Background: an optimization exercise with open tools, aiming at small area. Do not read the settings as production practice.
In this exercise RTL edits were held to simulation tests only and were not proved equivalent to the original.

## maple
==> flow/design.v <==
module romprog_core (
    input  wire        clk,
    input  wire        rst,
    input  wire        rx_valid,
    input  wire [7:0]  rx_data,
    output wire        rx_ready,
    output wire        tx_valid,
    output wire [7:0]  tx_data,
    input  wire        tx_ready,
    output wire        flash_req_valid,
    output reg  [2:0]  flash_op,
    output wire [31:0] flash_addr,
    output wire [7:0]  flash_wdata,
    input  wire        flash_resp_valid,
    input  wire [7:0]  flash_rdata
);
    localparam [2:0] M_RX = 3'd0, M_CHK = 3'd1, M_XPREP = 3'd2, M_XREQ = 3'd3,
                     M_XPOST = 3'd4, M_XCRC = 3'd5, M_TOPEN = 3'd6, M_TBODY = 3'd7;
    localparam [1:0] D_IDLE = 2'd0, D_IN = 2'd1, D_ESC = 2'd2;
    reg  [2:0]   main;
    reg  [1:0]   dec;
    reg          tv;         
    reg  [5:0]   cnt;        
    reg  [6:0]   idx;        
    reg  [511:0] ring;
    reg  [7:0]   opc;
    reg  [7:0]   tl;         
    reg  [15:0]  A;          
    reg          hiA;        
    reg          L, Z;       
    reg  [1:0]   st;
    reg  [15:0]  C;          
    reg          p;          
    reg  [7:0]   R;          
    wire [7:0] ro = ring[511:504];         
    wire       slot_ok = (cnt == idx[5:0]);
    assign rx_ready = (main == M_RX) && ((dec == D_IDLE) || slot_ok);
    wire take  = rx_valid && rx_ready;
    wire is7E  = (rx_data == 8'h7E);
    wire is7D  = (rx_data == 8'h7D);
    wire full  = (idx == 7'd71);
    wire app   = take && !is7E && !full &&
                 (((dec == D_IN) && !is7D) || (dec == D_ESC));
    wire [7:0] v = rx_data ^ {2'b00, (dec == D_ESC), 5'b00000};
    wire [6:0] n = idx;
    wire op_ping = (opc == 8'd0), op_id = (opc == 8'd1), op_rd = (opc == 8'd2),
         op_wr = (opc == 8'd3), op_crc = (opc == 8'd4), op_er = (opc == 8'd5),
         op_chip = (opc == 8'd6);
    wire hdr_ok = (n >= 7'd3) && (tl == {1'b0, n});
    wire len_ok = ((op_ping || op_id || op_chip) && n == 7'd3) ||
                  (op_rd && n == 7'd8) || (op_wr && n >= 7'd8) ||
                  ((op_crc || op_er) && n == 7'd11);
    wire [7:0] ab   = cnt[0] ? A[7:0] : A[15:8];
    wire       b_lt = (ab < ro);
    wire       b_eq = (ab == ro);
    wire       ro_z = (ro == 8'd0);
    wire       c7   = (cnt == 6'd7), c8 = (cnt == 6'd8), c10 = (cnt == 6'd10);
    wire       cr   = op_crc || op_er;
    wire [7:0] sm  = {2'b00, A[5:0]} + {1'b0, op_rd ? ro[6:0] : n};
    wire       rw_ok  = (A[14:6] != 9'h1FF) || (sm[7:6] == 2'b00) ||
                        (op_rd ? (sm == 8'd64) : (sm[7:3] == 5'b01000));
    wire       rd_ok  = rw_ok && !ro_z;
    wire       b_ok   = L && Z && ro_z;
    wire       badlen = op_rd && (ro[7] || (ro[6] && ro[5:0] != 6'd0));
    wire       rng_ok = !hiA && (op_rd ? rd_ok : op_wr ? rw_ok : b_ok);
    wire [1:0] status = (!hdr_ok || !len_ok) ? 2'd1 :
                        badlen ? 2'd3 :
                        ((op_rd || op_wr || cr) && !rng_ok) ? 2'd2 : 2'd0;
    wire       chk_fin = (cr && hdr_ok && len_ok) ? c10 : c7;
    wire ringw  = op_rd || op_id;
    wire step_a = op_rd || op_wr || op_crc || op_er;
    wire idx_tl = (idx == tl[6:0]);
    wire done   = (op_rd || op_wr) ? idx_tl :
                  cr ? (c8 && Z && L && b_eq) :
                  op_id ? (idx == 7'd7) : (idx == 7'd4);
    assign flash_req_valid = (main == M_XREQ);
    assign flash_addr      = {16'd0, A};
    assign flash_wdata     = R;
    always @(*) begin
        case (opc[2:0])
            3'd1: flash_op = {1'b1, idx[2] & ~idx[1], idx[2] & (idx[1] ^ idx[0])};
            3'd3: flash_op = 3'd1;
            3'd5: flash_op = 3'd2;
            3'd6: flash_op = 3'd3;
            default: flash_op = 3'd0;
        endcase
    end
    wire crc_step = (main == M_XCRC);
    wire crc_d    = R[~cnt[2:0]];
    wire crc_fb   = C[15] ^ crc_d;
    wire crc_al   = (cnt[3:0] == {p, 3'b000});    
    wire [6:0] rlen = (st != 2'd0) ? 7'd4 :
                      op_ping ? 7'd11 :
                      (op_id || op_crc) ? 7'd6 :
                      op_rd ? tl[6:0] : 7'd4;
    wire close  = idx_tl;
    wire mk     = (main == M_TOPEN) || close;
    wire R_esc  = (R == 8'h7E) || (R == 8'h7D);
    assign tx_valid = tv;
    assign tx_data  = mk ? 8'h7E : R_esc ? 8'h7D : R;
    reg [7:0] x;
    always @(*) begin
        case (idx)
            7'd0: x = opc;
            7'd1: x = tl;
            7'd2: x = 8'h00;
            7'd3: x = {6'd0, st};
            default: begin
                if (op_ping) begin
                    case (idx[2:0])
                        3'd4: x = 8'h01;
                        3'd7: x = 8'h80;
                        3'd2: x = 8'h40;
                        default: x = 8'h00;
                    endcase
                end else if (op_crc) x = idx[0] ? C[15:8] : C[7:0];
                else x = ro;
            end
        endcase
    end
    wire load_ok = (op_crc && idx[2]) ? crc_al : slot_ok;
    reg       rwe;
    reg [7:0] rwd;
    always @(*) begin
        rwe = 1'b0;
        rwd = R;
        if (main == M_RX) begin
            rwe = app && slot_ok;
            rwd = v;
        end else if (main == M_XPOST) begin
            rwe = ringw && slot_ok;
        end
    end
    always @(posedge clk)
        ring <= {ring[503:0], rwe ? rwd : ro};
    always @(posedge clk) begin
        if (rst) cnt <= 6'd0;
        else     cnt <= cnt + 6'd1;
    end
    always @(posedge clk) begin
        if (main == M_CHK)
            C <= 16'd0;
        else
            C <= {C[14:12], C[11] ^ (crc_step & crc_fb), C[10:5],
                  C[4] ^ (crc_step & crc_fb), C[3:0], C[15] ^ (crc_step & crc_d)};
    end
    always @(posedge clk) begin
        if (rst) begin
            main <= M_RX;
            dec  <= D_IDLE;
            tv   <= 1'b0;
        end else begin
            case (main)
                M_RX: if (take) begin
                    case (dec)
                        D_IDLE: if (is7E) begin idx <= 7'd0; dec <= D_IN; end
                        D_IN: begin
                            if (is7E) begin
                                if (idx != 7'd0) begin main <= M_CHK; dec <= D_IDLE; end
                            end else if (is7D) dec <= D_ESC;
                            else if (full) begin idx <= 7'd0; dec <= D_IDLE; end
                        end
                        default: begin
                            if (is7E) begin idx <= 7'd0; dec <= D_IN; end
                            else if (full) begin idx <= 7'd0; dec <= D_IDLE; end
                            else dec <= D_IN;
                        end
                    endcase
                    if (app) begin
                        idx <= idx + 7'd1;
                        case (idx)
                            7'd0: begin opc <= v; A <= 16'd0; end
                            7'd1: tl <= v;
                            7'd2: tl[7] <= tl[7] | (v != 8'd0);
                            7'd3: A[7:0] <= v;
                            7'd4: begin A[14:8] <= v[6:0]; hiA <= v[7]; end
                            7'd5, 7'd6: hiA <= hiA | (v != 8'd0);
                            default: ;
                        endcase
                    end
                end
                M_CHK: begin
                    if (c7) begin
                        L <= b_lt;
                        Z <= ro_z;
                    end
                    if (c8) begin
                        L <= b_lt || (b_eq && L);
                        Z <= (!ro[7] || (ro == 8'h80 && Z)) &&
                             (!op_er || (Z && ro[3:0] == 4'd0 && A[11:0] == 12'd0));
                    end
                    if (cnt == 6'd9)
                        Z <= Z && ro_z;
                    if (chk_fin) begin
                        Z   <= 1'b0;
                        st  <= status;
                        p   <= 1'b0;
                        if (!op_wr) tl <= {1'b0, 7'd4 + ro[6:0]};
                        idx <= op_wr ? 7'd7 : op_rd ? 7'd4 : 7'd3;
                        main <= (status != 2'd0 || op_ping) ? M_TOPEN : M_XPREP;
                    end
                end
                M_XPREP: begin
                    if (c7) begin
                        L <= b_eq;
                        Z <= 1'b1;
                    end
                    if (done)
                        main <= M_TOPEN;
                    else if (!(op_wr && !slot_ok) && !(cr && !(c8 && Z))) begin
                        R <= op_wr ? x : 8'd0;
                        main <= M_XREQ;
                    end
                end
                M_XREQ: if (flash_resp_valid) begin
                    Z <= 1'b0;
                    R <= flash_rdata;
                    if (step_a) A <= A + (op_er ? 16'd4096 : 16'd1);
                    main <= M_XPOST;
                end
                M_XPOST: begin
                    if (op_crc) begin
                        if (cnt[3:0] == {~p, 3'b111}) main <= M_XCRC;
                    end else if (!ringw || slot_ok) begin
                        idx <= idx + 7'd1;
                        main <= M_XPREP;
                    end
                end
                M_XCRC: if (cnt[2:0] == 3'b111) begin
                    p <= ~p;
                    main <= M_XPREP;
                end
                M_TOPEN: begin
                    if (!tv) begin
                        tl <= {1'b0, rlen};
                        tv <= 1'b1;
                    end else if (tx_ready) begin
                        tv  <= 1'b0;
                        idx <= 7'd0;
                        main <= M_TBODY;
                    end
                end
                M_TBODY: begin
                    if (!tv) begin
                        if (close || load_ok) begin
                            R  <= x;
                            tv <= 1'b1;
                        end
                    end else if (tx_ready) begin
                        if (close) begin
                            tv <= 1'b0;
                            main <= M_RX;
                        end else if (R_esc) begin
                            R[5] <= ~R[5];
                        end else begin
                            tv <= 1'b0;
                            idx <= idx + 7'd1;
                        end
                    end
                end
            endcase
        end
    end
endmodule
clock: 10.0 ns
lec_check: 0
cap_margin: 20
core_margin: 2
core_utilization: 70
place_density: 0.8
slew_margin: 20
standard.sh (not shown) runs the stock make flow with config.mk's settings and CLKGATE_MAP_FILE= SYNTH_SCRIPT=/design/flow/synth_recipe.tcl, a recipe that flattens the netlist after the stock synthesis.
==> flow/flow/run.sh <==
#!/bin/bash
# Layout flow: the standard ORFS layout (standard.sh), with two changes:
#  - the port buffers are the smallest buffer cell, buf_1, instead of the one
#    buffer_ports picks by default (clkdlybuf4s50_1);
#  - clock tree synthesis clusters more sinks per buffer and inserts no dummy
#    loads.
# Each tool's full output stays in orfs/logs/ (ORFS writes one log per step);
# the make output is kept in flow_make.log.
set -euo pipefail
export BUFFER_PORTS_ARGS="-buffer_cell sky130_fd_sc_hd__buf_1"
export CTS_ARGS="-sink_clustering_enable -repair_clock_nets -dont_use_dummy_load -sink_clustering_size 30 -sink_clustering_max_diameter 80"
bash standard.sh > flow_make.log 2>&1
Here is what was changed in the inputs of pine compared with maple.
--- a/flow/design.v
+++ b/flow/design.v
@@ -31,5 +31,4 @@
     reg  [1:0]   st;
     reg  [15:0]  C;          
-    reg          p;          
     reg  [7:0]   R;          
     wire [7:0] ro = ring[511:504];         
@@ -47,5 +46,5 @@
          op_wr = (opc == 8'd3), op_crc = (opc == 8'd4), op_er = (opc == 8'd5),
          op_chip = (opc == 8'd6);
-    wire hdr_ok = (n >= 7'd3) && (tl == {1'b0, n});
+    wire hdr_ok = (tl == {1'b0, n});
     wire len_ok = ((op_ping || op_id || op_chip) && n == 7'd3) ||
                   (op_rd && n == 7'd8) || (op_wr && n >= 7'd8) ||
@@ -89,9 +88,10 @@
     wire crc_d    = R[~cnt[2:0]];
     wire crc_fb   = C[15] ^ crc_d;
-    wire crc_al   = (cnt[3:0] == {p, 3'b000});    
+    wire crc_al   = (cnt[3:0] == {~A[0], 3'b000});    
+    wire crc_clr  = (main == M_RX) || (main == M_CHK);
+    wire       keep_tl = op_rd && (st == 2'd0);
     wire [6:0] rlen = (st != 2'd0) ? 7'd4 :
                       op_ping ? 7'd11 :
-                      (op_id || op_crc) ? 7'd6 :
-                      op_rd ? tl[6:0] : 7'd4;
+                      (op_id || op_crc) ? 7'd6 : 7'd4;
     wire close  = idx_tl;
     wire mk     = (main == M_TOPEN) || close;
@@ -139,9 +139,6 @@
     end
     always @(posedge clk) begin
-        if (main == M_CHK)
-            C <= 16'd0;
-        else
-            C <= {C[14:12], C[11] ^ (crc_step & crc_fb), C[10:5],
-                  C[4] ^ (crc_step & crc_fb), C[3:0], C[15] ^ (crc_step & crc_d)};
+        C <= {C[14:12], C[11] ^ (crc_step & crc_fb), C[10:5],
+              C[4] ^ (crc_step & crc_fb), C[3:0], (C[15] & ~crc_clr) ^ (crc_step & crc_d)};
     end
     always @(posedge clk) begin
@@ -195,5 +192,4 @@
                         Z   <= 1'b0;
                         st  <= status;
-                        p   <= 1'b0;
                         if (!op_wr) tl <= {1'b0, 7'd4 + ro[6:0]};
                         idx <= op_wr ? 7'd7 : op_rd ? 7'd4 : 7'd3;
@@ -221,5 +217,5 @@
                 M_XPOST: begin
                     if (op_crc) begin
-                        if (cnt[3:0] == {~p, 3'b111}) main <= M_XCRC;
+                        if (cnt[3:0] == {~A[0], 3'b111}) main <= M_XCRC;
                     end else if (!ringw || slot_ok) begin
                         idx <= idx + 7'd1;
@@ -228,10 +224,9 @@
                 end
                 M_XCRC: if (cnt[2:0] == 3'b111) begin
-                    p <= ~p;
                     main <= M_XPREP;
                 end
                 M_TOPEN: begin
                     if (!tv) begin
-                        tl <= {1'b0, rlen};
+                        if (!keep_tl) tl <= {1'b0, rlen};
                         tv <= 1'b1;
                     end else if (tx_ready) begin
## What came out
Compared with maple, pine shows a lower utilization.
Summary of pine over maple: number of antenna violations at the first check in global routing saw a decrease, wire length saw a decrease, filler cell count in the final layout saw an increase, number of hold violations in the final report saw little to no change.
Going from maple to pine, the via count normalized by instance count was found to have gone down by 2.6%.
Synthesized cell area for pine: 1.3% down relative to maple
pine vs maple — post-synthesis sequential area ratio rose 0.78 points.
Total met3 wirelength after detailed routing, pine vs maple: down by more than 10%
There was hardly any difference in register bit total from synthesis between maple and pine.
The setup slack reported for pine is smaller than that of maple by 0.024 ns.
Top achievable clock speed in pine is 0.00090 GHz below maple.

-- separate check: timing with driven ports --
How much do the figures lean on ideal ports? The routed layouts below were timed once more, with nothing changed but the port constraints.
Step 1 (the two cells are an assumption about what drives the block):
set clk [get_ports {clk}]
set_driving_cell -lib_cell sky130_fd_sc_hd__clkbuf_16 $clk
set_driving_cell -lib_cell sky130_fd_sc_hd__buf_2 [delete_from_list [all_inputs] $clk]
Step 2, shift: input delay + t, output delay - t, t = (earliest + latest rising clock arrival at the registers) / 2. This alone moves slack from input paths to output paths.
Slacks: ideal / step 1 / step 2; pairs: ideal / step 1.
| run | t, ns | setup WS [ns] | worst hold slack (ns) | worst setup path at the end | pins driven straight from the clock port |
|---|---|---|---|---|---|
| maple | 0.586 | 4.899 / 4.846 / 5.019 | 0.329 / 0.329 / 0.329 | input to register | 1 |
| pine | 0.583 | 4.875 / 4.824 / 5.036 | 0.293 / 0.293 / 0.293 | input to register | 1 |
After both steps every run listed still meets setup and hold.
